From an optimization exercise on the open Yosys and OpenROAD flow, aimed at small area, a short achievable clock period and few clock cycles; shortcuts taken in it are not production practice.
Only simulation tests tie the RTL to the original design; equivalence was not proved.
Power figures rest on the tool's default switching activity, not on a simulated workload.

==> flow/design.v (excerpt) <==
module puc (
    input  wire        clk,
    input  wire        rst,           
    input  wire        cmd_valid,
    input  wire [63:0] cmd_data,
    output wire        cmd_ready,
    output wire        rsp_valid,
    output wire [63:0] rsp_data,
    output wire [31:0] status,
    output wire [63:0] fault_info,
    output wire        bus_req,
    output wire        bus_we,
    output wire [31:0] bus_addr,
    output wire [31:0] bus_wdata,
    input  wire        bus_ack,
    input  wire [31:0] bus_rdata
);
export LEC_CHECK = 0
export ABC_CLOCK_PERIOD_IN_PS = 2700
export CAP_MARGIN = 20
export CORE_MARGIN = 2
export CORE_UTILIZATION = 60
export CTS_CLUSTER_DIAMETER = 100
export CTS_CLUSTER_SIZE = 28
export SLEW_MARGIN = 20
create_clock -name core_clock -period 8.0 [get_ports {clk}]
standard.sh (not shown) runs the stock make flow with config.mk's settings and CLKGATE_MAP_FILE= SYNTH_SCRIPT=/design/flow/synth_recipe.tcl, a recipe that flattens the netlist after the stock synthesis.
==> flow/flow/run.sh <==
#!/bin/bash
set -euo pipefail
export SETUP_SLACK_MARGIN=5.5
bash standard.sh > standard_sh.log 2>&1
The first run ran to the end with no violations.
Testbench counts at the start, summed over its fixed seeds: cycles 163,192.
Rerun with:
==> flow/run.sh (new file) <==
#!/bin/bash
# synth_recipe.tcl (not shown) runs the flow's synth.tcl, then flattens the netlist and writes it again
# the make line also repeats each setting of config.mk as NAME=value (left out here)
make -C /OpenROAD-flow-scripts/flow DESIGN_CONFIG=/design/flow/config.mk WORK_HOME=/design/flow/orfs CLKGATE_MAP_FILE= SYNTH_SCRIPT=/design/flow/synth_recipe.tcl finish
CORE_UTILIZATION = 40   (was 60)
SETUP_SLACK_MARGIN = 5.0   (was unset)
removed: flow/flow/run.sh
removed: flow/standard.sh
Hold slack barely changes. Wire length went down by about 5%. Cell count went up by about 8%. Power went down by about 5.5%. Clock-buffer cell count went up by 3. Sequential share of layout area went up by 2.6 points. Cell area went down by 4.8%. Non-clock buffer count went down by 204. Setup slack gets worse by 160 ps. Via count went down by 7.7%.
Rerun with:
==> flow/flow/run.sh (new file) <==
#!/bin/bash
set -euo pipefail
export SETUP_SLACK_MARGIN=5.3
bash standard.sh > standard_sh.log 2>&1
==> flow/standard.sh (new file) <==
#!/bin/bash
# synth_recipe.tcl (not shown) runs the flow's synth.tcl, then flattens the netlist and writes it again
# the make line also repeats each setting of config.mk as NAME=value (left out here)
make -C /OpenROAD-flow-scripts/flow DESIGN_CONFIG=/design/flow/config.mk WORK_HOME=/design/flow/orfs CLKGATE_MAP_FILE= SYNTH_SCRIPT=/design/flow/synth_recipe.tcl "${@:-finish}"
SETUP_SLACK_MARGIN = unset   (was 5.0)
removed: flow/run.sh
The changed run passed the timing, DRC and antenna checks. Total power came out higher by about 3.2%. Clock skew went up by 26 ps. Via count grows by about 2%. Sequential power is about the same. Wire length came out higher by 1.9%. Maximum frequency is higher by about 3.7%. Core utilization goes up by 1.3 points. Count of clock-buffer cells in the layout increases by 1. Non-clock buffer count rises by 80. Flip-flop and latch count stays the same.

---

puc, a different RTL version from the one above (not shown whole).
For scale: about 3800 cells after synthesis, roughly 1400 flip-flops, ~330 I/O pins.
Settings: LEC_CHECK=0, CAP_MARGIN=20, CORE_MARGIN=2, CORE_UTILIZATION=40, SETUP_SLACK_MARGIN=4.5, SLEW_MARGIN=20; clock period 8.0 ns.
run.sh (not shown) runs the stock make flow with config.mk's settings and CLKGATE_MAP_FILE= SYNTH_SCRIPT=/design/flow/synth_recipe.tcl, a recipe that flattens the netlist after the stock synthesis.
Stock flow here: none of the scripts above is used.
The baseline finished with timing, DRC and antenna clean.
Testbench counts at the start, summed over its fixed seeds: cycles 162,840.
Rerun with:
- ABC_CLOCK_PERIOD_IN_PS: default -> 2700
- CTS_CLUSTER_DIAMETER: default -> 100
- CTS_CLUSTER_SIZE: default -> 28
- SETUP_SLACK_MARGIN: 4.5 -> 5.0
Wire length went down by 1.6%.
Clock skew went down by 0.0073 ns.
Worst setup slack gets better by 0.51 ns.
Global-route usage went down by 0.57 points.

separate check: timing with driven ports:
No port has a modelled driver above. Below, the same layouts with a new extraction and two added sets of constraints.
Step 1: set_driving_cell puts a clkbuf_16 on clk and a buf_2 on each other input, an assumption about the parent block.
Step 2, shift: input delay + t, output delay - t, t = (earliest + latest rising clock arrival at the registers) / 2. This alone moves slack from input paths to output paths.
Slacks: ideal / step 1 / step 2; pairs: ideal / step 1.
run	shift t [ns]	setup WS [ns]	worst data-port slew with drivers (ns)
the first run of note 1	0.802	5.162 / 5.086 / 4.629	0.11
the second run of note 1	0.788	5.001 / 4.951 / 4.202	0.21
the third run of note 1	0.802	5.108 / 5.029 / 4.449	0.18
the first run of note 2	0.853	4.408 / 4.408 / 3.581	0.18
the second run of note 2	0.790	4.916 / 4.902 / 4.229	0.20
After both steps setup and hold are still met in every run listed. For the first run of note 2, which loses most, drivers alone change the setup slack by 0.000 ns; drivers and shift together by -0.827 ns.
